This is an optimization exercise on Yosys and OpenROAD, whose aim is small area, not a production implementation. The RTL was checked by simulation tests, not by an equivalence proof against the original design. No activity file was given, so power comes from the tool's default toggle rates.

## flow/design.v

```verilog
module pcal64_rte (
    input  wire        clk,
    input  wire        rst,             
    input  wire        addr_sel,        
    input  wire        cmd_valid,
    input  wire [63:0] cmd_word,
    output wire        resp_accepted,
    output wire [1:0]  resp_reason,
    output wire        bus_req_valid,
    output wire        bus_req_rw,
    output wire [6:0]  bus_req_addr,
    output wire [7:0]  bus_req_reg,
    output wire [1:0]  bus_req_len,
    output wire [15:0] bus_req_wdata,
    input  wire        bus_done,
    input  wire        bus_ok,
    input  wire [15:0] bus_rdata,
    input  wire        irq_edge,
    output wire        done_valid,
    output wire [7:0]  done_tag,
    output wire        done_status,
    output wire [15:0] done_value,
    output wire        irq_valid,
    output wire [7:0]  irq_tag,
    output wire        irq_status,
    output wire [15:0] irq_changed,
    output wire [15:0] irq_values
);
    localparam [3:0] S_IDLE    = 4'b0000;
    localparam [3:0] S_DONE_C  = 4'b0010;   
    localparam [3:0] S_DONE_S  = 4'b0011;   
    localparam [3:0] S_WC_BW   = 4'b0100;   
    localparam [3:0] S_WC_SI   = 4'b0101;   
    localparam [3:0] S_RI_SV   = 4'b0110;   
    localparam [3:0] S_RS_SV   = 4'b0111;   
    localparam [3:0] S_RO      = 4'b1000;   
    localparam [3:0] S_RI_BR   = 4'b1001;   
    localparam [3:0] S_RO_COND = 4'b1010;   
    localparam [3:0] S_RM      = 4'b1011;   
    localparam [3:0] S_RC_BW   = 4'b1100;   
    localparam [3:0] S_RC_SI   = 4'b1101;   
    localparam [3:0] S_RC_COND = 4'b1110;   
    localparam [3:0] S_WLAST   = 4'b1111;   
    reg [3:0]  st;
    reg [15:0] ra, rb, rc;
    reg        cbv;
    reg [7:0]  tag;
    reg        ihv;
    reg [7:0]  iht;
    reg        pend;
    reg        asel;
    reg        okq;       
    wire [3:0]  op  = cmd_word[63:60];
    wire [15:0] ca  = cmd_word[15:0];
    wire [15:0] cb  = cmd_word[31:16];
    wire [15:0] cc  = cmd_word[47:32];
    wire op_mode = (op == 4'd1);
    wire op_wr   = (op == 4'd2);
    wire op_tgl  = (op == 4'd3);
    wire op_bw   = (op == 4'd4);
    wire op_btgl = (op == 4'd5);
    wire op_si   = (op == 4'd6);
    wire op_br   = (op == 4'd7);
    wire op_set  = (op == 4'd8);
    wire op_clr  = (op == 4'd9);
    wire single  = op_mode | op_wr | op_tgl;
    wire invalid = (op == 4'd0) || (op > 4'd9) || (cmd_word[59:57] != 3'b000);
    wire badpin  = single && (ca[15:4] != 12'd0);
    wire legal   = !invalid && !badpin;
    wire outst  = st[3] | st[2];
    wire s_done = !outst && st[1];
    wire comp   = bus_done && outst;
    wire ok     = bus_ok;
    wire idle_n   = !outst && !(st[1] && pend);
    wire svc      = (s_done && pend) || (idle_n && irq_edge);
    wire cmd_idle = idle_n && !irq_edge;
    wire acc      = cmd_valid && legal && cmd_idle;
    wire acc_seq  = acc && !op[3];
    wire [15:0] X     = bus_rdata;
    wire [15:0] wdata = (X & ~ra) ^ rb;
    wire diff = (|(X & ra)) ^ (|rb);
    reg [3:0] st_n;
    reg       issue_c;    
    always @(*) begin
        issue_c = 1'b0;
        st_n    = st;
        if (comp) begin
            if (!ok) begin
                st_n = (st[3:1] == 3'b011) ? S_DONE_S : S_DONE_C;
            end else begin
                case (st)
                    S_RO:      begin issue_c = 1'b1; st_n = S_WLAST; end
                    S_RM:      begin issue_c = 1'b1; st_n = S_WLAST; end
                    S_RO_COND,
                    S_RC_COND: begin issue_c = diff; st_n = diff ? S_WLAST : S_DONE_C; end
                    S_RC_BW:   begin issue_c = 1'b1; st_n = S_WC_BW; end
                    S_RC_SI:   begin issue_c = 1'b1; st_n = S_WC_SI; end
                    S_WC_BW:   begin issue_c = 1'b1; st_n = S_RO; end
                    S_WC_SI:   begin issue_c = 1'b1; st_n = S_RM; end
                    S_RI_SV:   begin issue_c = 1'b1; st_n = S_RS_SV; end
                    S_RS_SV:   st_n = S_DONE_S;
                    default:   st_n = S_DONE_C;    
                endcase
            end
        end else if (svc) begin
            st_n = S_RI_SV;
        end else if (s_done) begin
            st_n = S_IDLE;
        end
        if (acc_seq) begin
            case (op[2:0])
                3'd1:    st_n = S_RC_COND;
                3'd2:    st_n = S_RO_COND;
                3'd4:    st_n = S_RC_BW;
                3'd6:    st_n = S_RC_SI;
                3'd7:    st_n = S_RI_BR;
                default: st_n = S_RO;        
            endcase
        end
    end
    wire r1_c = st[3] | ~st[1];
    wire r2_c = st[3] ? st[2] : st[1];
    wire r3_c = st[3] ? (st[1] & st[0]) : (st[1] | st[0]);
    wire r1_a = ~svc & ~op_br;
    wire r2_a = ~svc & (op_mode | op_bw | op_si);
    wire r1   = outst ? r1_c : r1_a;
    wire r2   = outst ? r2_c : r2_a;
    wire r3   = outst & r3_c;
    assign bus_req_valid = !rst && (issue_c || svc || acc_seq);
    assign bus_req_rw    = st[3];
    assign bus_req_reg   = {1'b0, r3, 2'b00, r3, r2, r1, 1'b0};
    assign bus_req_addr  = {6'b010000, asel};
    assign bus_req_len   = 2'd2;
    assign bus_req_wdata = wdata;
    assign resp_accepted = legal && cmd_idle;
    assign resp_reason   = invalid ? 2'd3 : badpin ? 2'd2 : cmd_idle ? 2'd0 : 2'd1;
    wire [3:0] lo = 4'd1 << ca[1:0];
    wire [3:0] hi = 4'd1 << ca[3:2];
    wire       ld = !outst;
    wire [3:0] hi_a = hi & {4{ld & (op_mode | op_wr)}};
    wire [3:0] hi_b = hi & {4{ld & ((op_mode & ~cb[0]) | (op_wr & cb[0]) | op_tgl)}};
    wire       a_a  = ld & (op_bw | op_si);
    wire       a_bw = ld & op_bw;
    wire       a_bt = ld & (op_btgl | op_si);
    wire       x_a  = outst & ok;
    wire       c_c  = ld & op_bw;
    wire       b_c  = ld & ~op_bw;
    wire       t_b  = outst;
    wire       keep = ok & ((st == S_RI_BR) | (st == S_RS_SV));
    wire [15:0] d_a, d_b, d_c;
    genvar i;
    generate
        for (i = 0; i < 16; i = i + 1) begin : g_bit
            assign d_a[i] = (lo[i % 4] & hi_a[i / 4]) | (ca[i] & a_a) | (X[i] & x_a);
            assign d_b[i] = (lo[i % 4] & hi_b[i / 4]) | (ca[i] & ((~cb[i] & a_bw) | a_bt)) |
                            (rc[i] & ra[i] & t_b);
            assign d_c[i] = (cc[i] & c_c) | (cb[i] & b_c) | (X[i] & keep);
        end
    endgenerate
    wire en_a = acc || (comp && (st == S_RI_SV || (st == S_RS_SV && !ok)));
    wire en_b = acc || (comp && st[3:1] == 3'b010);
    wire en_c = acc || (comp && (!ok || st[3:1] != 3'b110));
    always @(posedge clk) begin
        if (en_a) ra <= d_a;
        if (en_b) rb <= d_b;
        if (en_c) rc <= d_c;
        if (acc) begin
            cbv <= cmd_word[56];
            tag <= cmd_word[55:48];
        end
        if (acc && op_set) iht <= cmd_word[55:48];
        okq <= ok;
    end
    always @(posedge clk) begin
        if (rst) begin
            st   <= S_IDLE;
            ihv  <= 1'b0;
            pend <= 1'b0;
            asel <= addr_sel;
        end else begin
            st   <= st_n;
            if (acc && op_set) ihv <= 1'b1;
            if (acc && op_clr) ihv <= 1'b0;
            pend <= irq_edge ? !idle_n : (pend && !s_done);
        end
    end
    assign done_valid  = !rst && s_done && !st[0] && cbv;
    assign done_tag    = tag;
    assign done_status = !okq;
    assign done_value  = rc;
    assign irq_valid   = !rst && s_done && st[0] && ihv;
    assign irq_tag     = iht;
    assign irq_status  = !okq;
    assign irq_changed = rc;
    assign irq_values  = ra;
endmodule
```

## flow/flow/run.sh

```bash
#!/bin/bash
set -euo pipefail
bash standard.sh "BUFFER_PORTS_ARGS=-buffer_cell sky130_fd_sc_hd__buf_1" \
  "CTS_ARGS=-sink_clustering_enable -repair_clock_nets -dont_use_dummy_load -buf_list sky130_fd_sc_hd__clkbuf_8 -sink_clustering_size 20" \
  finish > standard.log 2>&1
```

## flow/standard.sh

```bash
#!/bin/bash
# synth_recipe.tcl (not shown) runs the flow's synth.tcl, then flattens the netlist and writes it again
# the make line also repeats each setting of config.mk as NAME=value (left out here)
make -C /OpenROAD-flow-scripts/flow DESIGN_CONFIG=/design/flow/config.mk WORK_HOME=/design/flow/orfs CLKGATE_MAP_FILE= SYNTH_SCRIPT=/design/flow/synth_recipe.tcl "${@:-finish}"
```

## flow/config.mk

```make
export PLATFORM = sky130hd
export DESIGN_NAME = pcal64_rte
export DESIGN_NICKNAME = pcal64_rte
export VERILOG_FILES = /design/flow/design.v
export SDC_FILE = /design/flow/constraint.sdc
export NUM_CORES = 4
export LEC_CHECK = 0
export CAP_MARGIN = 20
export CORE_MARGIN = 2
export CORE_UTILIZATION = 40
export PLACE_DENSITY = 0.6
export SLEW_MARGIN = 20
```

## flow/constraint.sdc

```tcl
create_clock -name core_clock -period 10.0 [get_ports {clk}]
set_input_delay 2.0000 -clock core_clock [delete_from_list [all_inputs] [get_ports {clk}]]
set_output_delay 2.0000 -clock core_clock [all_outputs]
set_load 0.01 [all_outputs]
```

==> notes.md, run 1 <==
vias per cell=5.75; Peak VDD IR=0.0615 mV; utilization after layout=0.475; Synth async-reset ratio=0; Sw Ratio=0.283; status=no timing/DRC/antenna violations; syn avg cell area=9.83 sq um; top cells by area, synth=edfxtp_1 (45%), buf_4 (5.8%), o21ai_0 (4.8%); clk sinks=73; die area=0.0118 sq mm; Total GRT Usage=0.248; # DRC=0; crit-path max FO=3; combinational fraction of design power=0.173; Sequential Power Share=0.547; CP Capture Type=primary output; FF+latch count, synth=73; # setup viols final=0; Vias=4228; Leak Pwr=1.65 nW; HPWL after DPL=10.9 mm; pwr dens=126 mW/mm^2; post-synthesis cell area=0.00437 sq mm; Post-synth EDFFs=66; register area=0.00212 sq mm; Max Fclk=167 MHz; Area after DPL=0.00498 sq mm; clock latency on the worst-skew pair=350 ps; port bufs=180; setup TNS=0 ps; Net Switching=0.182 mW; Setup Crit Path Kind=in -> out; CP Data Required Time=8000 ps; total CTS buffers=9; hold buffer count at CTS=0; Clock Tree Buf Depth=2; antenna-violating nets left=0; die height=108 microns; post-synth cell types=50; FILL cells=1102; max cap viols=0; Post-CTS Repair Setup Buffers=0; Mapped Cells=444; share of cells above drive strength 1=0.0387; total gr overflow=0; H-tree levels=3; minimum clock period after layout=5980 ps; clock share of power=0.280; P_int=0.461 mW; RSZ-0062 raised after global routing=no; worst rel slew slack=0.335; period utilization=0.598; first-pass GRT wire length=21.4 mm; Main synth FF type=edfxtp_1; max-slew violations=0; Initial Util=0.406; worst endpoint data arrival time=3980 ps; die span in x=108 microns; largest net degree at the start of global routing=24; nets@finish=684; type of origin of the critical path=primary input; Cell Count Post-Placement=726; Rows=38; Warnings, synthesis=1; top-area cell type share of the netlist area=0.454; post-synth top area cell=edfxtp_1; clock transition at the registers of the reported paths=80 ps; routability cong.=0.880; # diodes=0; CTS tree=yes; DR WL/cell=19.9 microns; Worst Tran Pin Value=997 ps; initial DRC count=456; core area=0.0107 sq mm; initial antenna violation count=0; area grow syn2layout=16.9%; # IOs=193; Seq/Total Area, Yosys=0.486; hold slack final=503 ps; post_cts resized=0; commonest cells in the netlist=edfxtp_1 (66), o21ai_0 (42), buf_4 (34), nor2_1 (34), nand3_1 (27); number of global-route vias before repair=3800; area occupied by multi-input gates=0.00188 sq mm; Final Hold Viols=0; Final Cell Area=0.00510 sq mm; final cell count without fillers=735; Clock Skews=14.7 ps; Worst Hold Class=reg -> reg; Post-Route WL=14.6 mm; dominant cell by count in the synthesized netlist=edfxtp_1; DRT Pass-1 Iters=7; Clock Tree Root=clkbuf_8
-- stage by stage --
stage / setup slack, ps / power, mW
floorplan: 4400 / 0.427
global placement: 4070 / 0.467
detailed placement: 4030 / 0.468
CTS: 4020 / 0.644
global route: 3940 / 0.671
finish: 4020 / 0.643
-- kinds of logic (layout without fill, tap and decap cells) --
logic type             count (synthesis)  count (layout)  synth area share
XOR/XNOR                              17              17            0.0341
AND/OR/NAND/NOR                      144             144             0.170
multiplexers                           3               3           0.00688
other                                  2              12           0.00172
AO/OA/AOI/OAI                        129             129             0.207
flip-flops                            73              73             0.486
buffers and inverters                 76             217            0.0946
-- power by group through the flow --
stage                     combinational, mW  sequential (mW)  clock (mW)
after global routing                  0.122            0.353       0.195
after floorplan                      0.0712            0.355           0
after global placement                0.109            0.358           0
after detailed placement              0.110            0.358           0
after CTS                             0.110            0.352       0.183
final                                 0.111            0.352       0.180
-- per-layer routing --
layer / vias to the layer above / share of wire / global-route usage / routed length (microns)
met5: - / 0 / 0 / 0
met4: 0 / 0.025 / 0.0952 / 370
met3: 34 / 0.12 / 0.0555 / 1760
met2: 287 / 0.45 / 0.382 / 6620
met1: 1974 / 0.40 / 0.340 / 5870
li1: 1933 / - / - / -
-- cell type report --
type | instances | share of cell area
timing repair buffer | 186 | 0.141
multi-input combinational | 305 | 0.368
sequential | 73 | 0.416
inverter | 22 | 0.0162
clock buffer | 9 | 0.0243
tap | 140 | 0.0343
-- state kept, by name, summed over array words and instances (netlist names) --
register	cells
cbv	1
asel	1
tag	8
rc	16
iht	8
st	4
ihv	1
pend	1
ra	16
okq	1
rb	16
-- worst max-delay path: stages --
cell and delay, ps:
buf_1 110, or4_4 570, o41a_1 510, o32a_1 410, a21oi_1 190, buf_1 180
-- cells in the final DEF (no fill, tap or decap), drive strengths merged, types with 2 or more instances in the layout --
| cell | instances |
|---|---|
| buf | 186 |
| edfxtp | 66 |
| o21ai | 43 |
| nor2 | 34 |
| nand3 | 27 |
| nand2 | 23 |
| nand2b | 22 |
| inv | 21 |
| xnor2 | 17 |
| a22oi | 16 |
| o211ai | 16 |
| a222oi | 16 |
| conb | 12 |
| nor2b | 10 |
| a21oi | 10 |
| clkbuf | 9 |
| nor3 | 9 |
| dfxtp | 7 |
| a22o | 5 |
| nor4 | 5 |
| a221oi | 4 |
| or2 | 3 |
| mux2i | 3 |
| a31oi | 3 |
| or4 | 3 |
| o31ai | 2 |
| nand3b | 2 |
| o21bai | 2 |
| o2111ai | 2 |
-- path summary, 6_finish.rpt --
path / start / to / slack (ps) / depth (start not counted)
setup / recovery: cmd_word[13] / bus_req_valid / 4020 / 6
hold / removal: pend$_SDFF_PP0_ / pend$_SDFF_PP0_ / 500 / 2
setup reg to reg: st[3]$_SDFFE_PP0P_ / rc[7]$_DFFE_PP_ / 6540 / 5
hold reg to reg: pend$_SDFF_PP0_ / pend$_SDFF_PP0_ / 500 / 2
==> inputs of run 2 (changes only) <==
==> flow/run.sh (new file) <==
#!/bin/bash
# synth_recipe.tcl (not shown) runs the flow's synth.tcl, then flattens the netlist and writes it again
# the make line also repeats each setting of config.mk as NAME=value (left out here)
make -C /OpenROAD-flow-scripts/flow DESIGN_CONFIG=/design/flow/config.mk WORK_HOME=/design/flow/orfs CLKGATE_MAP_FILE= SYNTH_SCRIPT=/design/flow/synth_recipe.tcl finish
removed: flow/flow/run.sh
removed: flow/standard.sh
==> notes.md, run 2 <==
# IOs=193 (unchanged); worst endpoint data arrival time=4730 ps (+750 ps); FF-to-FF Start=st[3]$_SDFFE_PP0P_; number of global-route vias before repair=4045 (+6.4%); clock latency on the worst-skew pair=350 ps (about the same); post_cts resized=0 (unchanged); total CTS buffers=9 (unchanged); DR WL/cell=20.8 microns (+4.4%); first-pass GRT wire length=22.9 mm (+6.9%); Initial Util=0.406 (unchanged); Setup Crit Path Kind=in -> out; Post-CTS Repair Setup Buffers=0 (unchanged); FILL cells=999 (-9.3%); final cell count without fillers=742 (+0.95%); Post-Synth Adder-Cell Area=0 (unchanged); FF+latch count, synth=73 (unchanged); Hold Crit Start=pend$_SDFF_PP0_; share of cells above drive strength 1=0.0482 (+0.00952); total gr overflow=0 (unchanged); port bufs=180 (unchanged); clk sinks=73 (unchanged); utilization after layout=0.584 (+0.109); register area=0.00212 sq mm (unchanged); area grow syn2layout=43.8%; Synth Area in Compound Gates=0.207 (unchanged); # setup viols final=0 (unchanged); Post-synth EDFFs=66 (unchanged); # diodes=0 (unchanged); commonest cells after routing, fill and taps aside=clkdlybuf4s50_1 (180), edfxtp_1 (66), o21ai_0 (42), nor2_1 (33), nand3_1 (27); HPWL after DPL=11.4 mm (+4.8%); Peak VDD IR=0.0508 mV (-17%); top cells by area, synth=edfxtp_1 (45%), buf_4 (5.8%), o21ai_0 (4.8%); worst rel slew slack=0.270 (-0.0655); Post-Route WL=15.4 mm (+5.4%); CP Data Required Time=8000 ps (about the same); Total GRT Usage=0.265 (+0.0173); clock transition at the registers of the reported paths=80 ps (about the same); largest net degree at the start of global routing=24 (unchanged); die area=0.0118 sq mm (unchanged); setup TNS=0 ps (unchanged); hold slack final=506 ps (+3.05 ps); Clock Skews=7.26 ps (-7.49 ps); initial DRC count=485 (+6.4%); status=no timing/DRC/antenna violations; H-tree levels=3 (unchanged); top-area cell type share of the netlist area=0.454 (unchanged); Mapped Cells=444 (unchanged); core area=0.0107 sq mm (unchanged); Clock Tree Buf Depth=2 (unchanged); DRT Pass-1 Iters=7 (unchanged); vias per cell=5.66 (-1.5%); post-synthesis cell area=0.00437 sq mm (unchanged); nets@finish=684 (unchanged); Rows=38 (unchanged); Vias=4203 (-0.59%); post-synth cell types=50 (unchanged); die span in x=108 microns (unchanged); Synth async-reset ratio=0 (unchanged); antenna-violating nets left=0 (unchanged); Worst Tran Pin Value=1100 ps (+98.2 ps); Final Hold Viols=0 (unchanged); hold buffer count at CTS=0 (unchanged); Clock Tree Root=clkbuf_8; Seq/Total Area, Yosys=0.486 (unchanged); commonest non-fill, non-tap cell in the layout=clkdlybuf4s50_1; Critical path origin=cmd_word[6]; RSZ-0062 raised after global routing=no; area occupied by multi-input gates=0.00188 sq mm (unchanged); max-slew violations=0 (unchanged); routability cong.=0.933 (+6.0%); Post-Synth XOR/XNOR Area=0.0341 (unchanged); multiplexer area fraction after synthesis=0.00688 (unchanged); die height=108 microns (unchanged); Cell Count Post-Placement=726 (unchanged); pwr dens=113 mW/mm^2 (-10%); Worst Hold Class=reg -> reg; Synth Area in Simple Gates=0.170 (unchanged); CTS tree=yes; type of origin of the critical path=primary input; period utilization=0.673 (+0.0750); Main synth FF type=edfxtp_1; Max Fclk=149 MHz (-11%); Warnings, synthesis=1 (unchanged); max cap viols=0 (unchanged); post-synth top area cell=edfxtp_1; main combinational cell family by area after synthesis=compound AO/OA/AOI/OAI gates; commonest cells in the netlist=edfxtp_1 (66), o21ai_0 (42), buf_4 (34), nor2_1 (34), nand3_1 (27); minimum clock period after layout=6730 ps (+750 ps); dominant cell by count in the synthesized netlist=edfxtp_1; Largest regs=ra x16, rb x16, rc x16; # DRC=0 (unchanged); Leak Pwr=2.15 nW (+30%); syn avg cell area=9.83 sq um (unchanged); crit-path max FO=3 (unchanged); CP Capture Type=primary output; initial antenna violation count=0 (unchanged)
==> run 2: cell counts after synthesis <==
Identical to the previous run, type by type.
==> run 2: final timing paths <==
kind / to / depth (start not counted) / slack [ps]
max: bus_req_valid / 6 / 3270
min: pend$_SDFF_PP0_ / 2 / 510
max reg2reg: rc[9]$_DFFE_PP_ / 5 / 6590
min reg2reg: pend$_SDFF_PP0_ / 2 / 510
==> run 2: power breakdown <==
part | switching (mW) | internal (mW) | total, mW
sequential | 0.00886 | 0.343 | 0.351
combinational | 0.0745 | 0.0747 | 0.149
clock | 0.119 | 0.0904 | 0.210
==> run 2: metrics by stage <==
step | total power [mW] | setup WS (ps) | area [sq um]
after floorplan | 0.427 | 4400 | 4400
after global placement | 0.504 | 3330 | 6100
after detailed placement | 0.506 | 3300 | 6100
after CTS | 0.712 | 3280 | 6280
after global routing | 0.740 | 3200 | 6280
final | 0.710 | 3270 | 6280
==> run 2: cells by family (layout without fill, tap and decap cells) <==
| kind of cell | after synthesis | in the layout |
|---|---|---|
| buffers and inverters | 76 | 224 |
| xor gates and xnor gates | 17 | 17 |
| AOI/OAI and AO/OA | 129 | 129 |
| and+or+nand+nor | 144 | 144 |
| muxes | 3 | 3 |
| other | 2 | 12 |
| DFF | 73 | 73 |
==> run 2: worst max-delay path, stage by stage <==
cell and delay, ps:
clkdlybuf4s50_1 490, or4_1 620, o41a_1 480, o32a_1 410
a21oi_1 170, clkdlybuf4s50_1 570
==> run 2: layout make-up <==
| cell class | instances | share of cell area |
|---|---|---|
| clock buffer | 10 | 0.0203 |
| clock inverter | 6 | 0.00717 |
| inverter | 22 | 0.0132 |
| multi-input combinational | 305 | 0.299 |
| sequential | 73 | 0.338 |
| tap | 140 | 0.0279 |
| timing repair buffer | 186 | 0.294 |
==> run 2: metal layers <==
layer,vias to the layer above,share of wire,track usage
met2,277,0.47,0.420
met1,1971,0.39,0.355
met5,-,0,0
met3,17,0.13,0.0790
li1,1938,-,-
met4,0,0.013,0.0696
==> inputs of run 3 (changes only) <==
==> flow/flow/run.sh (new file) <==
#!/bin/bash
set -euo pipefail
bash standard.sh "BUFFER_PORTS_ARGS=-buffer_cell sky130_fd_sc_hd__buf_1" finish > standard.log 2>&1
==> flow/standard.sh (new file) <==
#!/bin/bash
# synth_recipe.tcl (not shown) runs the flow's synth.tcl, then flattens the netlist and writes it again
# the make line also repeats each setting of config.mk as NAME=value (left out here)
make -C /OpenROAD-flow-scripts/flow DESIGN_CONFIG=/design/flow/config.mk WORK_HOME=/design/flow/orfs CLKGATE_MAP_FILE= SYNTH_SCRIPT=/design/flow/synth_recipe.tcl "${@:-finish}"
--- a/flow/config.mk
+++ b/flow/config.mk
@@ -8,5 +8,6 @@
 export CAP_MARGIN = 20
 export CORE_MARGIN = 2
 export CORE_UTILIZATION = 40
+export CTS_BUF_LIST = sky130_fd_sc_hd__clkbuf_8
 export PLACE_DENSITY = 0.6
 export SLEW_MARGIN = 20
removed: flow/run.sh
==> notes.md, run 3 <==
max-slew violations=0 (unchanged); Net Switching=0.197 mW (-2.6%); status=no timing/DRC/antenna violations; final cell count without fillers=742 (unchanged); Critical-path top delay cell=or4_4; max cap viols=0 (unchanged); worst endpoint data arrival time=3980 ps (-750 ps); total CTS buffers=9 (unchanged); hold buffer count at CTS=0 (unchanged); vias per cell=5.71 (+0.81%); CP Capture Type=primary output; Mapped Cells=444 (unchanged); RSZ-0062 raised after global routing=no; minimum clock period after layout=5980 ps (-749 ps); largest net degree at the start of global routing=24 (unchanged); Total GRT Usage=0.248 (-0.0170); setup TNS=0 ps (unchanged); # DRC=0 (unchanged); hold slack final=512 ps (+5.53 ps); post-synth top area cell=edfxtp_1; Worst Tran Pin Value=1040 ps (-51.5 ps); top cells by area, synth=edfxtp_1 (45%), buf_4 (5.8%), o21ai_0 (4.8%); Worst Hold Class=reg -> reg; Sequential Power Share=0.529 (+0.034); Crit path top cell by count=buf_1; top-area cell type share of the netlist area=0.454 (unchanged); post-synthesis cell area=0.00437 sq mm (unchanged); clock latency on the worst-skew pair=360 ps (about the same); syn avg cell area=9.83 sq um (unchanged); combinational fraction of design power=0.167 (-0.043); Max Fclk=167 MHz (+13%); total gr overflow=0 (unchanged); Rows=38 (unchanged); P_int=0.468 mW (-7.9%); pwr dens=129 mW/mm^2 (+14%); worst rel slew slack=0.304 (+0.0343); Initial Util=0.406 (unchanged); DR WL/cell=19.7 microns (-5.4%); Final Hold Viols=0 (unchanged); die area=0.0118 sq mm (unchanged); Worst R2R Path Depth=5 (unchanged); Clock Skews=11.7 ps (+4.43 ps); crit-path max FO=3 (unchanged); # IOs=193 (unchanged); H-tree levels=3 (unchanged); die height=108 microns (unchanged); antenna-violating nets left=0 (unchanged); # setup viols final=0 (unchanged); Synth async-reset ratio=0 (unchanged); Power, Total=0.665 mW (-6.4%); commonest cells after routing, fill and taps aside=buf_1 (180), edfxtp_1 (66), o21ai_0 (42), nor2_1 (33), nand3_1 (27); FF+latch count, synth=73 (unchanged); Area after DPL=0.00498 sq mm (-18%); Final Cell Area=0.00514 sq mm (-18%); Post-CTS Repair Setup Buffers=0 (unchanged); WHS Path Cells=2 (unchanged); Warnings, synthesis=1 (unchanged); post-synth cell types=50 (unchanged); worst path cell trace=buf_1, or4_4, o41a_1, o32a_1, a21oi_1, buf_1; routability cong.=0.880 (-5.7%); Main synth FF type=edfxtp_1; type of origin of the critical path=primary input; initial antenna violation count=0 (unchanged); clock transition at the registers of the reported paths=90 ps (about the same); Peak VDD IR=0.0638 mV (+26%); Largest regs=ra x16, rb x16, rc x16; die span in x=108 microns (unchanged); Cell Count Post-Placement=726 (unchanged); initial DRC count=476 (-1.9%); CP Data Required Time=8000 ps (about the same); core area=0.0107 sq mm (unchanged); commonest non-fill, non-tap cell in the layout=buf_1; commonest cells in the netlist=edfxtp_1 (66), o21ai_0 (42), buf_4 (34), nor2_1 (34), nand3_1 (27); Leak Pwr=1.67 nW (-22%); Clock Tree Buf Depth=2 (unchanged); Largest stage delay, worst path=580 ps (-40 ps); clock share of power=0.304 (+0.009); Clock Tree Root=clkbuf_8; clk sinks=73 (unchanged); port bufs=180 (unchanged); dpl ws=4030 ps (+739 ps); first-pass GRT wire length=21.4 mm (-6.3%); Setup Crit Path Kind=in -> out; nets@finish=684 (unchanged); DRT Pass-1 Iters=6 (-1); Setup WS post-layout=4020 ps (+749 ps); FILL cells=1096 (+9.7%); CTS tree=yes; Post-Route WL=14.6 mm (-5.4%); number of global-route vias before repair=3810 (-5.8%); HPWL after DPL=10.9 mm (-4.5%); period utilization=0.598 (-0.0749); Seq/Total Area, Yosys=0.486 (unchanged); dominant cell by count in the synthesized netlist=edfxtp_1; utilization after layout=0.479 (-0.106); # diodes=0 (unchanged); post_cts resized=0 (unchanged); Vias=4237 (+0.81%); Sw Ratio=0.297 (+0.0116); area grow syn2layout=17.8%; share of cells above drive strength 1=0.0482 (unchanged); Post-synth EDFFs=66 (unchanged)
-- run 3: power groups by stage --
stage | Combinational [mW] | Clock [mW] | Sequential (mW)
3_3_place_gp | 0.109 | 0 | 0.358
6_report | 0.111 | 0.202 | 0.351
4_1_cts | 0.110 | 0.204 | 0.351
2_1_floorplan | 0.0712 | 0 | 0.355
5_1_grt | 0.122 | 0.218 | 0.353
3_5_place_dp | 0.110 | 0 | 0.358
-- run 3: logic make-up after synthesis --
kind of cell    Yosys count  synth area share
simple gates            144             0.170
mux                       3           0.00688
buf+inv                  76            0.0946
xor+xnor                 17            0.0341
compound gates          129             0.207
flops                    73             0.486
other cells               2           0.00172
-- run 3: final timing paths --
path	start	slack (ps)	endpoint
min	pend$_SDFF_PP0_	510	pend$_SDFF_PP0_
min reg2reg	pend$_SDFF_PP0_	510	pend$_SDFF_PP0_
max reg2reg	st[3]$_SDFFE_PP0P_	6530	rc[7]$_DFFE_PP_
max	cmd_word[13]	4020	bus_req_valid
-- run 3: final cells by class --
class,instances,area (sq um),share of cell area
clock buffers,9,124,0.0241
clock inverters,7,38.8,0.00754
inverters,22,82.6,0.0161
multi-input cells,305,1880,0.366
flip-flops and latches,73,2120,0.413
well taps,140,175,0.0341
repair buffers,186,721,0.140
-- run 3: critical path: cells and delay by family --
| family | cells | cell delay (ps) |
|---|---|---|
| and+or+nand+nor | 1 | 580 |
| AOI/OAI and AO/OA | 3 | 1110 |
| buffers and inverters | 2 | 290 |
-- run 3: per-layer routing --
layer	GRT usage	share of wire	vias to the layer above
li1	-	-	1938
met1	0.340	0.40	1986
met2	0.383	0.46	290
met3	0.0555	0.12	23
met4	0.0952	0.019	0
met5	0	0	-
==> inputs of run 4 (changes only) <==
--- a/flow/design.v
+++ b/flow/design.v
@@ -78,7 +78,7 @@
     wire acc_seq  = acc && !op[3];
     wire [15:0] X     = bus_rdata;
     wire [15:0] wdata = (X & ~ra) ^ rb;
-    wire diff = (|(X & ra)) ^ (|rb);
+    wire diff = (|(X & rb)) ^ rc[0] ^ st[2];
     reg [3:0] st_n;
     reg       issue_c;    
     always @(*) begin
@@ -137,8 +137,7 @@
     wire [3:0] lo = 4'd1 << ca[1:0];
     wire [3:0] hi = 4'd1 << ca[3:2];
     wire       ld = !outst;
-    wire [3:0] hi_a = hi & {4{ld & (op_mode | op_wr)}};
-    wire [3:0] hi_b = hi & {4{ld & ((op_mode & ~cb[0]) | (op_wr & cb[0]) | op_tgl)}};
+    wire [3:0] hi_b = hi & {4{ld & single}};
     wire       a_a  = ld & (op_bw | op_si);
     wire       a_bw = ld & op_bw;
     wire       a_bt = ld & (op_btgl | op_si);
@@ -151,15 +150,15 @@
     genvar i;
     generate
         for (i = 0; i < 16; i = i + 1) begin : g_bit
-            assign d_a[i] = (lo[i % 4] & hi_a[i / 4]) | (ca[i] & a_a) | (X[i] & x_a);
+            assign d_a[i] = (ca[i] & a_a) | (X[i] & x_a);
             assign d_b[i] = (lo[i % 4] & hi_b[i / 4]) | (ca[i] & ((~cb[i] & a_bw) | a_bt)) |
                             (rc[i] & ra[i] & t_b);
             assign d_c[i] = (cc[i] & c_c) | (cb[i] & b_c) | (X[i] & keep);
         end
     endgenerate
     wire en_a = acc || (comp && (st == S_RI_SV || (st == S_RS_SV && !ok)));
-    wire en_b = acc || (comp && st[3:1] == 3'b010);
-    wire en_c = acc || (comp && (!ok || st[3:1] != 3'b110));
+    wire en_b = acc || (comp && st[3:1] == 3'b110);
+    wire en_c = acc || comp;
     always @(posedge clk) begin
         if (en_a) ra <= d_a;
         if (en_b) rb <= d_b;
==> flow/flow/run.sh (replaced) <==
#!/bin/bash
set -euo pipefail
bash standard.sh "BUFFER_PORTS_ARGS=-buffer_cell sky130_fd_sc_hd__buf_1" \
  "CTS_ARGS=-sink_clustering_enable -repair_clock_nets -dont_use_dummy_load -buf_list {sky130_fd_sc_hd__clkbuf_4 sky130_fd_sc_hd__clkbuf_8} -sink_clustering_size 20 -sink_clustering_max_diameter 60" \
  finish > standard.log 2>&1
--- a/flow/config.mk
+++ b/flow/config.mk
@@ -8,6 +8,5 @@
 export CAP_MARGIN = 20
 export CORE_MARGIN = 2
 export CORE_UTILIZATION = 40
-export CTS_BUF_LIST = sky130_fd_sc_hd__clkbuf_8
 export PLACE_DENSITY = 0.6
 export SLEW_MARGIN = 20
==> notes.md, run 4 <==
status=no timing/DRC/antenna violations; # DRC=0 (unchanged); post-synthesis cell area=0.00434 sq mm (-0.72%); utilization after layout=0.471 (-0.00770); Worst Tran Pin Value=1010 ps (-30.1 ps); post-synth cell types=58 (+16%); Sw Ratio=0.337 (+0.0404); die height=108 microns (-0.35%); hold slack final=526 ps (+14.1 ps); Seq/Total Area, Yosys=0.489 (+0.00351); pwr dens=154 mW/mm^2 (+19%); Initial Util=0.405 (-0.00112); FF+latch count, synth=73 (unchanged); area grow syn2layout=16.2%; combinational fraction of design power=0.271 (+0.104); CP Data Required Time=8000 ps (about the same); Clock Skews=14.5 ps (+2.78 ps); die area=0.0117 sq mm (-0.69%); Area after DPL=0.00491 sq mm (-1.3%); Post-Route WL=13.8 mm (-5.6%); top cells by area, synth=edfxtp_1 (46%), buf_4 (5.9%), a22o_1 (4.2%); Mapped Cells=424 (-4.5%); syn avg cell area=10.2 sq um (+4.0%); Largest stage delay, worst path=430 ps (-150 ps); initial antenna violation count=0 (unchanged); Top delay family on crit path=compound AO/OA/AOI/OAI gates; clk sinks=73 (unchanged); hold buffer count at CTS=0 (unchanged); RSZ-0062 raised after global routing=no; met2 routed WL=6.40 mm (-5.0%); DRT Pass-1 Iters=7 (+1); met1 WL=5.93 mm (+2.2%); total CTS buffers=9 (unchanged); dominant cell by count in the synthesized netlist=edfxtp_1; clock latency on the worst-skew pair=360 ps (about the same); DR WL/cell=19.4 microns (-1.4%); die span in x=108 microns (-0.35%); highest routed layer=met4; antenna-violating nets left=0 (unchanged); commonest cells after routing, fill and taps aside=buf_1 (180), edfxtp_1 (66), nor2_1 (37), nand3_1 (27), o21ai_0 (23); Power, Total=0.777 mW (+17%); largest net degree at the start of global routing=22 (-8.3%); routability cong.=0.856 (-2.7%); period utilization=0.580 (-0.0174); Leak Pwr=1.66 nW (-0.52%); type of origin of the critical path=primary input; clock share of power=0.230 (-0.074); Total GRT Usage=0.231 (-0.0174); P_int=0.515 mW (+10%); Final Hold Viols=0 (unchanged); crit-path max FO=5 (+2); max cap viols=0 (unchanged); nets@finish=659 (-3.7%); DR WL met3=1.23 mm (-30%); Crit path top cell by count=buf_1; minimum clock period after layout=5800 ps (-174 ps); Rows=38 (unchanged); Final Cell Area=0.00504 sq mm (-2.0%); final cell count without fillers=710 (-4.3%); initial DRC count=439 (-7.8%); # setup viols final=0 (unchanged); max-slew violations=0 (unchanged); CP Capture Type=primary output; Clock Tree Root=clkbuf_8; worst rel slew slack=0.322 (+0.0175); Vias=4011 (-5.3%); dpl ws=4220 ps (+190 ps); Cell Count Post-Placement=701 (-3.4%); post-synth top area cell=edfxtp_1; Warnings, synthesis=1 (unchanged); post_cts resized=0 (unchanged); Setup WS post-layout=4200 ps (+174 ps); worst path cell trace=buf_1, a22o_1, a221oi_1, and4_1, o21bai_1, nand3_1, a21oi_1, buf_1; setup TNS=0 ps (unchanged); Post-CTS Repair Setup Buffers=0 (unchanged); Setup Crit Path Kind=in -> out; total gr overflow=0 (unchanged); clock transition at the registers of the reported paths=70 ps (-20 ps); number of global-route vias before repair=3648 (-4.3%); Largest regs=ra x16, rb x16, rc x16; H-tree levels=3 (unchanged); share of cells above drive strength 1=0.0491 (+0.000950); top-area cell type share of the netlist area=0.457 (+0.00327); # IOs=193 (unchanged); Sequential Power Share=0.499 (-0.030); # diodes=0 (unchanged); Net Switching=0.262 mW (+33%); Main synth FF type=edfxtp_1; Max Fclk=172 MHz (+3.0%); commonest non-fill, non-tap cell in the layout=buf_1; worst endpoint data arrival time=3800 ps (-180 ps); Peak VDD IR=0.0552 mV (-13%); Synth async-reset ratio=0 (unchanged); vias per cell=5.65 (-1.1%); commonest cells in the netlist=edfxtp_1 (66), nor2_1 (37), buf_4 (34); core area=0.0107 sq mm (-0.44%); Clock Tree Buf Depth=2 (unchanged); port bufs=180 (unchanged); Worst Hold Class=reg -> reg; first-pass GRT wire length=20.1 mm (-6.3%); Critical-path top delay cell=and4_1; CTS tree=yes; HPWL after DPL=10.1 mm (-7.4%); Post-synth EDFFs=66 (unchanged); buffer and inverter count on the worst path=2 (unchanged)
[run 4: cell types whose count changed in the layout (fill, tap and decap cells not counted), sizes merged, moves of 4 or more]
cell,before,now
clkinv,5,1
o21ai,43,23
nor2,34,38
nor2b,10,3
nand2,23,18
a22oi,16,2
o311ai,0,4
a22o,5,21
[run 4: metal layers]
layer	vias up	global-route usage
met5	-	0
met3	20	0.0374
met1	1916	0.323
li1	1841	-
met2	234	0.357
met4	0	0.0952
[run 4: power by group through the flow]
stage	logic (mW)	registers, mW	clock network, mW
2_1_floorplan	0.155	0.384	0
3_3_place_gp	0.207	0.392	0
3_5_place_dp	0.208	0.393	0
4_1_cts	0.209	0.387	0.184
5_1_grt	0.231	0.390	0.193
6_report	0.211	0.387	0.179
[run 4: worst register-to-register path: stages (launching register included)]
cell and delay [ps]:
dfxtp_1 550, nor2_1 820, nand2_1 160, nor3_1 390, nand2_1 170, inv_1 400, a41o_1 650
[run 4: final timing paths]
kind	from	to	slack (ps)	cells past startpoint
worst min register to register	ihv$_SDFFE_PP0P_	ihv$_SDFFE_PP0P_	530	2
worst min-delay path	ihv$_SDFFE_PP0P_	ihv$_SDFFE_PP0P_	530	2
worst max register to register	st[2]$_SDFFE_PP0P_	rb[3]$_DFFE_PP_	6490	6
worst max-delay path	bus_rdata[13]	bus_req_valid	4200	8
[run 4: final cells by class]
type	instances	area [sq um]
well taps	140	175
clock buffers	9	124
flip-flops and latches	73	2120
inverters	23	86.3
fillers	1070	5660
repair buffers	185	713
multi-input cells	280	1820
[run 4: kinds of logic (layout without fill, tap and decap cells)]
logic type                Yosys count  after routing  share of synthesized area
xor gates and xnor gates           18             18                     0.0364
buffers and inverters              81            217                      0.102
and+or+nand+nor                   135            135                      0.163
muxes                               6              6                     0.0153
AOI/OAI and AO/OA                 109            109                      0.192
DFF                                73             73                      0.489
other                               2             12                    0.00173
==> inputs of run 5 (changes only) <==
==> flow/flow/run.sh (replaced) <==
#!/bin/bash
set -euo pipefail
bash standard.sh "BUFFER_PORTS_ARGS=-buffer_cell sky130_fd_sc_hd__buf_1" \
  "CTS_ARGS=-sink_clustering_enable -repair_clock_nets -dont_use_dummy_load -buf_list sky130_fd_sc_hd__clkbuf_8 -sink_clustering_size 30 -sink_clustering_max_diameter 150" \
  finish > standard.log 2>&1
==> notes.md, run 5 <==
Area after DPL=0.00491 sq mm (unchanged); number of global-route vias before repair=3648 (unchanged); max-slew violations=0 (unchanged); minimum clock period after layout=5800 ps (unchanged); CTS tree=yes; Vias=4011 (unchanged); Crit path top cell by count=buf_1; post_cts resized=0 (unchanged); die height=108 microns (unchanged); total gr overflow=0 (unchanged); DRT Pass-1 Iters=7 (unchanged); CP Data Required Time=8000 ps (about the same); total CTS buffers=9 (unchanged); Post-synth EDFFs=66 (unchanged); R2R setup slack=6490 ps (about the same); Mapped Cells=424 (unchanged); Max Fclk=172 MHz (unchanged); vias per cell=5.65 (unchanged); setup TNS=0 ps (unchanged); Final Cell Area=0.00504 sq mm (unchanged); max cap viols=0 (unchanged); # diodes=0 (unchanged); clock transition at the registers of the reported paths=70 ps (about the same); Seq/Total Area, Yosys=0.489 (unchanged); core area=0.0107 sq mm (unchanged); type of origin of the critical path=primary input; final cell count without fillers=710 (unchanged); syn avg cell area=10.2 sq um (unchanged); Critical path origin=bus_rdata[13]; status=no timing/DRC/antenna violations; share of cells above drive strength 1=0.0491 (unchanged); worst rel slew slack=0.322 (unchanged); port bufs=180 (unchanged); Largest stage delay, worst path=430 ps (about the same); Rows=38 (unchanged); post-synthesis cell area=0.00434 sq mm (unchanged); CP Capture Type=primary output; Post-Route WL=13.8 mm (unchanged); Post-CTS Repair Setup Buffers=0 (unchanged); Cell Count Post-Placement=701 (unchanged); RSZ-0062 raised after global routing=no; commonest non-fill, non-tap cell in the layout=buf_1; Warnings, synthesis=1 (unchanged); Critical-path top delay cell=and4_1; Clock Tree Root=clkbuf_8; hold buffer count at CTS=0 (unchanged); DR WL/cell=19.4 microns (unchanged); worst endpoint data arrival time=3800 ps (about the same); crit-path max FO=5 (unchanged); Synth async-reset ratio=0 (unchanged); area grow syn2layout=16.2% (unchanged); Worst Tran Pin Value=1010 ps (unchanged); # setup viols final=0 (unchanged); Clock Skews=14.5 ps (unchanged); top cells by area, synth=edfxtp_1 (46%), buf_4 (5.9%), a22o_1 (4.2%); H-tree levels=3 (unchanged); FF+latch count, synth=73 (unchanged); Main synth FF type=edfxtp_1; Worst Hold Class=reg -> reg; nets@finish=659 (unchanged); FF-to-FF Start=st[2]$_SDFFE_PP0P_; period utilization=0.580 (unchanged); Leak Pwr=1.66 nW (unchanged); Peak VDD IR=0.0552 mV (unchanged); first-pass GRT wire length=20.1 mm (unchanged); Final Hold Viols=0 (unchanged); Largest regs=ra x16, rb x16, rc x16; # IOs=193 (unchanged); initial DRC count=439 (unchanged); Clock Tree Buf Depth=2 (unchanged); post-synth top area cell=edfxtp_1; hold slack final=526 ps (unchanged); worst path cell trace=buf_1, a22o_1, a221oi_1, and4_1, o21bai_1, nand3_1, a21oi_1, buf_1; die span in x=108 microns (unchanged); clock latency on the worst-skew pair=360 ps (about the same); routability cong.=0.856 (unchanged); Total GRT Usage=0.231 (unchanged); pwr dens=154 mW/mm^2 (unchanged); FILL cells=1070 (unchanged); top-area cell type share of the netlist area=0.457 (unchanged); commonest cells in the netlist=edfxtp_1 (66), nor2_1 (37), buf_4 (34); antenna-violating nets left=0 (unchanged); Initial Util=0.405 (unchanged); largest net degree at the start of global routing=22 (unchanged); commonest cells after routing, fill and taps aside=buf_1 (180), edfxtp_1 (66), nor2_1 (37), nand3_1 (27), o21ai_0 (23); die area=0.0117 sq mm (unchanged); # DRC=0 (unchanged); Hold Crit Start=ihv$_SDFFE_PP0P_; HPWL after DPL=10.1 mm (unchanged); initial antenna violation count=0 (unchanged); Setup Crit Path Kind=in -> out; clk sinks=73 (unchanged); post-synth cell types=58 (unchanged); dominant cell by count in the synthesized netlist=edfxtp_1
run 5: power by group:
part	total (mW)	internal (mW)	switching, mW
combinational	0.211	0.0732	0.137
clock	0.179	0.0803	0.0987
sequential	0.387	0.362	0.0259
run 5: kinds of logic (layout without fill, tap and decap cells):
kind of cell | after synthesis | after routing | share of synthesized area
and+or+nand+nor | 135 | 135 | 0.163
AOI/OAI and AO/OA | 109 | 109 | 0.192
buffers and inverters | 81 | 217 | 0.102
DFF | 73 | 73 | 0.489
xor gates and xnor gates | 18 | 18 | 0.0364
muxes | 6 | 6 | 0.0153
other | 2 | 12 | 0.00173
run 5: worst paths after layout:
check	to	cells after the start
worst min register to register	ihv$_SDFFE_PP0P_	2
worst max-delay path	bus_req_valid	8
worst max register to register	rb[3]$_DFFE_PP_	6
worst min-delay path	ihv$_SDFFE_PP0P_	2
run 5: area by class of cell:
class	instances	area [sq um]	area share
Timing Repair Buffer	185	713	0.142
Clock buffer	9	124	0.0246
Inverter	23	86.3	0.0171
Tap cell	140	175	0.0348
Multi-Input combinational cell	280	1820	0.361
Sequential cell	73	2120	0.421
run 5: metal layers:
layer | track usage | up-vias | part of all wire
met5 | 0 | - | 0
met4 | 0.0952 | 0 | 0.014
met3 | 0.0374 | 20 | 0.090
met2 | 0.357 | 234 | 0.47
met1 | 0.323 | 1916 | 0.43
li1 | - | 1841 | -
run 5: worst max-delay path: cells and delay by family:
kind / cells / cell delay (ps)
AO/OA/AOI/OAI: 4 / 970
AND/OR/NAND/NOR: 2 / 520
buffers and inverters: 2 / 320
run 5: through the flow:
stage	total power, mW	worst slack (ps)	utilization
3_5_place_dp	0.601	4220	0.459
2_1_floorplan	0.539	4740	-
4_1_cts	0.779	4220	0.471
6_report	0.777	4200	0.471
3_3_place_gp	0.599	4260	0.459
5_1_grt	0.815	4130	0.471
==> inputs of run 6 (changes only) <==
==> flow/flow/run.sh (replaced) <==
#!/bin/bash
set -euo pipefail
bash standard.sh "BUFFER_PORTS_ARGS=-buffer_cell sky130_fd_sc_hd__buf_1" \
  "CTS_ARGS=-sink_clustering_enable -repair_clock_nets -dont_use_dummy_load -buf_list sky130_fd_sc_hd__clkbuf_8 -sink_clustering_size 30 -sink_clustering_max_diameter 150" \
  "RECOVER_POWER=100" \
  finish > standard.log 2>&1
==> notes.md, run 6 <==
commonest non-fill, non-tap cell in the layout=buf_1; Post-CTS Repair Setup Buffers=0 (unchanged); Synth Area in Simple Gates=0.163 (unchanged); worst path cell trace=buf_1, nor4_1, a311oi_1, o32a_1, a21oi_1, buf_1; Total GRT Usage=0.231 (unchanged); hold slack final=527 ps (+0.876 ps); CTS tree=yes; utilization after layout=0.468 (-0.00257); Post-Synth Adder-Cell Area=0 (unchanged); die span in x=108 microns (unchanged); RSZ-0062 raised after global routing=no; FF-to-FF End=rb[12]$_DFFE_PP_; Leak Pwr=1.64 nW (-1.3%); buffer and inverter count on the worst path=2 (unchanged); Warnings, synthesis=1 (unchanged); hold buffer count at CTS=0 (unchanged); R2R setup slack=6530 ps (+40 ps); Initial Util=0.405 (unchanged); # setup viols final=0 (unchanged); CP Capture Type=primary output; Seq/Total Area, Yosys=0.489 (unchanged); DR WL/cell=19.4 microns (+0.10%); antenna-violating nets left=0 (unchanged); Critical path origin=cmd_word[5]; Final Hold Viols=0 (unchanged); CP Data Required Time=8000 ps (about the same); Main synth FF type=edfxtp_1; main combinational cell family by area after synthesis=compound AO/OA/AOI/OAI gates; Vias=3990 (-0.52%); post-synth top area cell=edfxtp_1; Synth async-reset ratio=0 (unchanged); dpl ws=4220 ps (unchanged); crit-path max FO=5 (unchanged); worst endpoint data arrival time=3880 ps (+80 ps); total CTS buffers=9 (unchanged); Post-Synth XOR/XNOR Area=0.0364 (unchanged); Setup Crit Path Kind=in -> out; # diodes=0 (unchanged); Post-synth EDFFs=66 (unchanged); max-slew violations=0 (unchanged); core area=0.0107 sq mm (unchanged); die height=108 microns (unchanged); total gr overflow=0 (unchanged); first-pass GRT wire length=20.1 mm (unchanged); HPWL after DPL=10.1 mm (unchanged); Peak VDD IR=0.0553 mV (+0.21%); period utilization=0.588 (+0.00809); setup TNS=0 ps (unchanged); end of the critical path=bus_req_valid; Synth Area in Compound Gates=0.192 (unchanged); Mapped Cells=424 (unchanged); post_cts resized=0 (unchanged); worst rel slew slack=0.226 (-0.0963); H-tree levels=3 (unchanged); commonest cells after routing, fill and taps aside=buf_1 (174), edfxtp_1 (66), nor2_1 (38), nand3_1 (27), o21ai_0 (23); top-area cell type share of the netlist area=0.457 (unchanged); port bufs=180 (unchanged); clock latency on the worst-skew pair=360 ps (about the same); Clock Skews=16.3 ps (+1.82 ps); max cap viols=0 (unchanged); nets@finish=659 (unchanged); FF+latch count, synth=73 (unchanged); critical path depth=6 (-2); # IOs=193 (unchanged); number of global-route vias before repair=3648 (unchanged); initial DRC count=429 (-2.3%); Largest regs=ra x16, rb x16, rc x16; Clock Tree Buf Depth=2 (unchanged); largest net degree at the start of global routing=22 (unchanged); post-synth cell types=58 (unchanged); Max Fclk=170 MHz (-1.4%); syn avg cell area=10.2 sq um (unchanged); Largest stage delay, worst path=610 ps (+180 ps); Critical-path top delay cell=nor4_1; type of origin of the critical path=primary input; area grow syn2layout=15.6%; vias per cell=5.62 (-0.52%); commonest cells in the netlist=edfxtp_1 (66), nor2_1 (37), buf_4 (34); initial antenna violation count=0 (unchanged); Setup WS post-layout=4120 ps (-80.9 ps); Worst R2R Path Depth=6 (unchanged); die area=0.0117 sq mm (unchanged); post-synthesis cell area=0.00434 sq mm (unchanged); routability cong.=0.856 (unchanged); Top delay family on crit path=compound AO/OA/AOI/OAI gates; status=no timing/DRC/antenna violations; minimum clock period after layout=5880 ps (+80.9 ps); Rows=38 (unchanged); Clock Tree Root=clkbuf_8; clk sinks=73 (unchanged); clock transition at the registers of the reported paths=70 ps (about the same); DRT Pass-1 Iters=5 (-2); multiplexer area fraction after synthesis=0.0153 (unchanged); Crit path top cell by count=buf_1; pwr dens=155 mW/mm^2 (+0.25%); # DRC=0 (unchanged); top cells by area, synth=edfxtp_1 (46%), buf_4 (5.9%), a22o_1 (4.2%); share of cells above drive strength 1=0.0351 (-0.0140); dominant cell by count in the synthesized netlist=edfxtp_1; Post-Route WL=13.8 mm (+0.10%); Power, Total=0.775 mW (-0.30%); Worst Hold Class=reg -> reg; Worst Tran Pin Value=1160 ps (+148 ps); FF-to-FF Start=st[2]$_SDFFE_PP0P_
[run 6: cell counts after synthesis]
No cell type changed its count.
[run 6: worst min path at each step]
stage	start	to	slack, ps	cells after the start
after floorplan	ihv$_SDFFE_PP0P_	ihv$_SDFFE_PP0P_	480	2
after global placement	ihv$_SDFFE_PP0P_	ihv$_SDFFE_PP0P_	520	2
after detailed placement	ihv$_SDFFE_PP0P_	ihv$_SDFFE_PP0P_	520	2
after CTS	ihv$_SDFFE_PP0P_	ihv$_SDFFE_PP0P_	530	2
after global routing	ihv$_SDFFE_PP0P_	ihv$_SDFFE_PP0P_	560	2
final	ihv$_SDFFE_PP0P_	ihv$_SDFFE_PP0P_	530	2
[run 6: layout make-up]
cell class / instances / area, sq um
clock buffers: 9 / 124
fillers: 1076 / 5690
inverters: 23 / 86.3
multi-input cells: 280 / 1800
flip-flops and latches: 73 / 2120
well taps: 140 / 175
repair buffers: 185 / 702
[run 6: where the power goes]
| part | total (mW) | internal, mW | leakage (nW) | switching, mW |
|---|---|---|---|---|
| clock | 0.180 | 0.0803 | 0.0647 | 0.0993 |
| combinational | 0.207 | 0.0712 | 0.910 | 0.136 |
| sequential | 0.388 | 0.362 | 0.664 | 0.0259 |
[run 6: metrics by stage]
step,std cells,area [sq um]
2_1_floorplan,434,4370
5_1_grt,710,5010
3_3_place_gp,701,4910
4_1_cts,710,5040
6_report,710,5010
3_5_place_dp,701,4910
[run 6: metal layers]
layer,track usage,share of wire,vias to the layer above
met5,0,0,-
met4,0.0952,0.013,0
met3,0.0374,0.099,15
met2,0.357,0.47,242
met1,0.323,0.42,1885
li1,-,-,1848
[run 6: kinds of logic (layout without fill, tap and decap cells)]
family,count (synthesis),in the layout
and+or+nand+nor,135,135
AOI/OAI and AO/OA,109,109
buffers and inverters,81,217
DFF,73,73
xor gates and xnor gates,18,18
muxes,6,6
other,2,12
[run 6: worst reg2reg max path: cells and delay by family, from the launching register on]
family | cells | cell delay, ps
AOI/OAI and AO/OA | 1 | 640
buffers and inverters | 1 | 390
DFF | 1 | 550
and+or+nand+nor | 4 | 1520
==> inputs of run 7 (changes only) <==
--- a/flow/config.mk
+++ b/flow/config.mk
@@ -7,6 +7,6 @@
 export LEC_CHECK = 0
 export CAP_MARGIN = 20
 export CORE_MARGIN = 2
-export CORE_UTILIZATION = 40
-export PLACE_DENSITY = 0.6
+export CORE_UTILIZATION = 65
+export PLACE_DENSITY = 0.75
 export SLEW_MARGIN = 20
==> notes.md, run 7 <==
Total GRT Usage=0.350 (+0.119); Rows=29 (-24%); post_cts resized=0 (unchanged); total CTS buffers=9 (unchanged); Mapped Cells=424 (unchanged); Max Fclk=168 MHz (-0.95%); worst rel slew slack=0.275 (+0.0499); total gr overflow=0 (unchanged); Worst Hold Class=reg -> reg; die height=85.7 microns (-21%); Post-synth EDFFs=66 (unchanged); # diodes=0 (unchanged); # DRC=0 (unchanged); commonest cells in the netlist=edfxtp_1 (66), nor2_1 (37), buf_4 (34); largest net degree at the start of global routing=22 (unchanged); Worst R2R Path Depth=6 (unchanged); WHS Path Cells=2 (unchanged); Worst Tran Pin Value=1090 ps (-74.8 ps); setup TNS=0 ps (unchanged); first-pass GRT wire length=19.6 mm (-2.3%); Peak VDD IR=0.106 mV (+92%); FF-to-FF Start=st[2]$_SDFFE_PP0P_; FF-to-FF End=rb[6]$_DFFE_PP_; period utilization=0.594 (+0.00567); HPWL after DPL=9.55 mm (-5.1%); dominant cell by count in the synthesized netlist=edfxtp_1; vias per cell=6.53 (+16%); minimum clock period after layout=5940 ps (+56.7 ps); Vias=4222 (+5.8%); Hold Crit Start=ihv$_SDFFE_PP0P_; top cells by area, synth=edfxtp_1 (46%), buf_4 (5.9%), a22o_1 (4.2%); Hold Path Sink=ihv$_SDFFE_PP0P_; syn avg cell area=10.2 sq um (unchanged); pwr dens=156 mW/mm^2 (+1.1%); Post-CTS Repair Setup Buffers=0 (unchanged); Clock Tree Buf Depth=2 (unchanged); CTS tree=yes; H-tree levels=3 (unchanged); initial antenna violation count=0 (unchanged); routability cong.=0.957 (+12%); core area=0.00639 sq mm (-40%); port bufs=180 (unchanged); post-synthesis cell area=0.00434 sq mm (unchanged); post-synth cell types=58 (unchanged); type of origin of the critical path=primary input; hold buffer count at CTS=0 (unchanged); initial DRC count=656 (+53%); RSZ-0062 raised after global routing=no; Clock Tree Root=clkbuf_8; share of cells above drive strength 1=0.0404 (+0.00526); # IOs=193 (unchanged); clock transition at the registers of the reported paths=80 ps (about the same); top-area cell type share of the netlist area=0.457 (unchanged); antenna-violating nets left=0 (unchanged); post-synth top area cell=edfxtp_1; CP Capture Type=primary output; Final Hold Viols=0 (unchanged); FF+latch count, synth=73 (unchanged); Seq/Total Area, Yosys=0.489 (unchanged); clock latency on the worst-skew pair=350 ps (about the same); commonest non-fill, non-tap cell in the layout=buf_1; commonest cells after routing, fill and taps aside=buf_1 (175), edfxtp_1 (66), nor2_1 (37), nand3_1 (27), o21ai_0 (23); Synth async-reset ratio=0 (unchanged); die area=0.00734 sq mm (-37%); Main synth FF type=edfxtp_1; # setup viols final=0 (unchanged); Initial Util=0.679 (+0.274); crit-path max FO=5 (unchanged); area grow syn2layout=13.9%; die span in x=85.7 microns (-21%); clk sinks=73 (unchanged); worst endpoint data arrival time=3940 ps (+60 ps); nets@finish=659 (unchanged); DR WL/cell=20.2 microns (+3.9%); status=no timing/DRC/antenna violations; Setup Crit Path Kind=in -> out; Clock Skews=24.9 ps (+8.65 ps); DRT Pass-1 Iters=9 (+4); Leak Pwr=1.64 nW (+0.18%); max-slew violations=0 (unchanged); utilization after layout=0.773 (+0.305); Largest regs=ra x16, rb x16, rc x16; CP Data Required Time=8000 ps (about the same); R2R setup slack=6590 ps (+60 ps); Warnings, synthesis=1 (unchanged); Post-Route WL=13.0 mm (-5.3%); number of global-route vias before repair=3828 (+4.9%); max cap viols=0 (unchanged)
==> run 7: cell type report <==
cell class / count / area (sq um)
clock buffer: 9 / 124
tap: 77 / 96.3
fill: 491 / 1450
timing repair buffer: 185 / 706
sequential: 73 / 2120
multi-input combinational: 280 / 1800
inverter: 23 / 86.3
==> run 7: through the flow <==
| step | area (sq um) | instances | hold WS, ps | setup slack, ps | power [mW] |
|---|---|---|---|---|---|
| after global placement | 4840 | 638 | 498 | 4400 | 0.592 |
| after detailed placement | 4840 | 638 | 503 | 4370 | 0.597 |
| after floorplan | 4370 | 434 | 478 | 4740 | 0.539 |
| after CTS | 4960 | 647 | 512 | 4370 | 0.767 |
| final | 4940 | 647 | 505 | 4060 | 0.772 |
| after global routing | 4940 | 647 | 547 | 4020 | 0.802 |
==> run 7: cell families after synthesis <==
family | Yosys count | share of synthesized area
flops | 73 | 0.489
compound gates | 109 | 0.192
buf+inv | 81 | 0.102
other cells | 2 | 0.00173
simple gates | 135 | 0.163
xor+xnor | 18 | 0.0364
mux | 6 | 0.0153
==> run 7: worst max-delay path: stages <==
cell      delay [ps]
buf_1            110
nor4_1           680
a311oi_1         340
o32a_1           460
a21oi_1          170
buf_1            170
==> run 7: how the worst max path moves through the flow <==
stage            startpoint            end  slack, ps  cells after the start
5_1_grt         cmd_word[5]  bus_req_valid       4020                      6
4_1_cts        bus_rdata[3]  bus_req_valid       4370                      8
6_report        cmd_word[5]  bus_req_valid       4060                      6
2_1_floorplan  bus_rdata[3]  bus_req_valid       4740                      7
3_5_place_dp   bus_rdata[7]  bus_req_valid       4370                      8
3_3_place_gp   bus_rdata[7]  bus_req_valid       4400                      8
==> run 7: where the power goes <==
part	internal (mW)	switching (mW)
registers	0.362	0.0255
logic	0.0715	0.138
clock network	0.0803	0.0953
total	0.514	0.258
==> run 7: per-layer routing <==
layer / part of all wire / GRT usage / up-vias
met5: 0 / 0 / -
met4: 0.027 / 0.149 / 0
met3: 0.15 / 0.0818 / 47
met2: 0.46 / 0.540 / 398
met1: 0.35 / 0.479 / 1929
li1: - / - / 1848
==> inputs of run 8 (changes only) <==
==> flow/config.mk (replaced) <==
export PLATFORM = sky130hd
export DESIGN_NAME = pcal64_rte
export DESIGN_NICKNAME = pcal64_rte
export VERILOG_FILES = /design/flow/design.v
export SDC_FILE = /design/flow/constraint.sdc
export NUM_CORES = 4
export LEC_CHECK = 0
export CAP_MARGIN = 0
export CORE_MARGIN = 2
export CORE_UTILIZATION = 40
export PLACE_DENSITY = 0.6
export SLEW_MARGIN = 0
==> notes.md, run 8 <==
status=no timing/DRC/antenna violations; post-synthesis cell area=0.00434 sq mm (unchanged); top cells by area, synth=edfxtp_1 (46%), buf_4 (5.9%), a22o_1 (4.2%); max-slew violations=0 (unchanged); Post-Route WL=13.8 mm (+5.7%); FF-to-FF Start=st[2]$_SDFFE_PP0P_; Clock Tree Root=clkbuf_8; initial antenna violation count=0 (unchanged); Leak Pwr=1.64 nW (about the same); FF-to-FF End=rb[12]$_DFFE_PP_; Initial Util=0.405 (-0.274); gr busiest metal=met2; DRT Pass-1 Iters=8 (-1); Synth async-reset ratio=0 (unchanged); Clock Skews=16.0 ps (-8.96 ps); Warnings, synthesis=1 (unchanged); Area after DPL=0.00491 sq mm (+1.6%); area grow syn2layout=15.7%; # DRC=0 (unchanged); # diodes=0 (unchanged); CTS tree=yes; core area=0.0107 sq mm (+68%); crit-path max FO=5 (unchanged); # IOs=193 (unchanged); Peak VDD IR=0.0555 mV (-48%); Hold Path Sink=ihv$_SDFFE_PP0P_; hold buffer count at CTS=0 (unchanged); commonest cells in the netlist=edfxtp_1 (66), nor2_1 (37), buf_4 (34); # setup viols final=0 (unchanged); met3 Use GR=0.0374 (-0.0444); first-pass GRT wire length=20.1 mm (+2.4%); Final Hold Viols=0 (unchanged); Critical path origin=cmd_word[5]; H-tree levels=3 (unchanged); share of cells above drive strength 1=0.0368 (-0.00351); Seq/Total Area, Yosys=0.489 (unchanged); WHS Path Cells=2 (unchanged); Critical-path top delay cell=nor4_1; number of global-route vias before repair=3648 (-4.7%); Largest regs=ra x16, rb x16, rc x16; minimum clock period after layout=5930 ps (-14.9 ps); global routing usage on met2=0.357 (-0.184); M1 GR Usage=0.323 (-0.157); post_cts resized=0 (unchanged); port bufs=180 (unchanged); worst endpoint data arrival time=3930 ps (about the same); syn avg cell area=10.2 sq um (unchanged); post-synth top area cell=edfxtp_1; top-area cell type share of the netlist area=0.457 (unchanged); Final Cell Area=0.00501 sq mm (+1.5%); Worst Hold Class=reg -> reg; Crit path top cell by count=buf_1; Setup Crit Path Kind=in -> out; die area=0.0117 sq mm (+59%); commonest non-fill, non-tap cell in the layout=buf_1; Main synth FF type=edfxtp_1; R2R setup slack=6500 ps (-90 ps); FILL cells=1076 (+120%); total CTS buffers=9 (unchanged); Vias=3989 (-5.5%); routability cong.=0.856 (-11%); vias per cell=5.62 (-14%); commonest cells after routing, fill and taps aside=buf_1 (174), edfxtp_1 (66), nor2_1 (38), nand3_1 (27), o21ai_0 (23); period utilization=0.593 (-0.00149); RSZ-0062 raised after global routing=no; Post-synth EDFFs=66 (unchanged); type of origin of the critical path=primary input; largest net degree at the start of global routing=22 (unchanged); worst rel slew slack=0.229 (-0.0463); Mapped Cells=424 (unchanged); nets@finish=659 (unchanged); max cap viols=0 (unchanged); clock latency on the worst-skew pair=360 ps (about the same); DR WL/cell=19.4 microns (-3.7%); Clock Tree Buf Depth=2 (unchanged); worst path cell trace=buf_1, nor4_1, a311oi_1, o32a_1, a21oi_1, buf_1; FF+latch count, synth=73 (unchanged); antenna-violating nets left=0 (unchanged); clk sinks=73 (unchanged); total gr overflow=0 (unchanged); CP Capture Type=primary output; die height=108 microns (+26%); CP Data Required Time=8000 ps (about the same); Worst Tran Pin Value=1160 ps (+68.8 ps); Rows=38 (+31%); Max Fclk=169 MHz (+0.25%); Total GRT Usage=0.231 (-0.119); dominant cell by count in the synthesized netlist=edfxtp_1; Hold Crit Start=ihv$_SDFFE_PP0P_; Largest stage delay, worst path=650 ps (-30 ps); clock transition at the registers of the reported paths=70 ps (about the same); Post-CTS Repair Setup Buffers=0 (unchanged); setup TNS=0 ps (unchanged); die span in x=108 microns (+26%); initial DRC count=430 (-34%); Worst R2R Path Depth=6 (unchanged); post-synth cell types=58 (unchanged); HPWL after DPL=10.1 mm (+5.4%); pwr dens=155 mW/mm^2 (-1.0%)
run 8: per-stage QoR:
stage           util  hold WS, ps  power (mW)  setup WS (ps)  instances
2_1_floorplan      -          478       0.539           4740        434
3_3_place_gp   0.459          516       0.599           4260        701
3_5_place_dp   0.459          522       0.601           4220        701
4_1_cts        0.471          531       0.779           4220        710
5_1_grt        0.469          564       0.813           4130        710
6_report       0.469          525       0.776           4070        710
run 8: kinds of logic after synthesis:
kind of cell	count (synthesis)	share of synthesized area
AOI/OAI and AO/OA	109	0.192
xor gates and xnor gates	18	0.0364
buffers and inverters	81	0.102
DFF	73	0.489
muxes	6	0.0153
other	2	0.00173
and+or+nand+nor	135	0.163
run 8: worst max-delay path by stage:
stage	endpoint	slack (ps)	cells past startpoint
finish	bus_req_valid	4070	6
global route	bus_req_valid	4130	6
CTS	bus_req_valid	4220	8
detailed placement	bus_req_valid	4220	8
global placement	bus_req_valid	4260	8
floorplan	bus_req_valid	4740	7
run 8: where the power goes:
part | switching (mW) | total (mW) | internal (mW) | leakage [nW]
Sequential | 0.0258 | 0.387 | 0.362 | 0.664
Clock | 0.100 | 0.180 | 0.0803 | 0.0647
Combinational | 0.137 | 0.208 | 0.0713 | 0.913
run 8: area by class of cell:
| class | instances | area (sq um) | area share |
|---|---|---|---|
| repair buffers | 185 | 706 | 0.141 |
| flip-flops and latches | 73 | 2120 | 0.423 |
| multi-input cells | 280 | 1800 | 0.359 |
| well taps | 140 | 175 | 0.0349 |
| inverters | 23 | 86.3 | 0.0172 |
| clock buffers | 9 | 124 | 0.0247 |
run 8: metal layers:
layer / vias to the layer above / share of wire
met5: - / 0
met4: 0 / 0.017
met3: 25 / 0.089
met2: 240 / 0.47
met1: 1878 / 0.43
li1: 1846 / -
run 8: critical path: cells and delay by family:
family / cells / cell delay [ps]
AO/OA/AOI/OAI: 3 / 990
AND/OR/NAND/NOR: 1 / 650
buffers and inverters: 2 / 290

==> afterwards: timing with drivers on the ports <==
The flow's constraints put no driver on any port. The routed layouts listed below were extracted and timed again, unchanged, in two steps.
Step 1 (the two cells are an assumption about what drives the block):
set clk [get_ports {clk}]
set_driving_cell -lib_cell sky130_fd_sc_hd__clkbuf_16 $clk
set_driving_cell -lib_cell sky130_fd_sc_hd__buf_2 [delete_from_list [all_inputs] $clk]
Step 2, shift: input delay + t, output delay - t, t = (earliest + latest rising clock arrival at the registers) / 2. This alone moves slack from input paths to output paths.
Three values: ideal ports, drivers, drivers and shift; two values: the first two.
run	shift t [ns]	setup WS [ns]	latest minus earliest clock arrival (ns)	worst slew at a driven data input, ns
run 1	0.377	4.024 / 4.002 / 4.002	0.015 / 0.015	0.06
run 2	0.382	3.274 / 3.253 / 3.253	0.008 / 0.008	0.06
run 3	0.387	4.023 / 4.001 / 4.001	0.012 / 0.013	0.05
run 4	0.386	4.197 / 4.176 / 4.176	0.018 / 0.017	0.05
run 5	0.386	4.197 / 4.176 / 4.176	0.018 / 0.017	0.05
run 6	0.384	4.116 / 4.096 / 4.096	0.020 / 0.020	0.05
run 7	0.369	4.059 / 4.036 / 4.036	0.025 / 0.025	0.06
run 8	0.387	4.074 / 4.055 / 4.055	0.021 / 0.021	0.05
After both steps setup and hold are still met in every run listed. For run 7, which loses most, drivers alone change the setup slack by -0.023 ns; drivers and shift together by -0.023 ns.
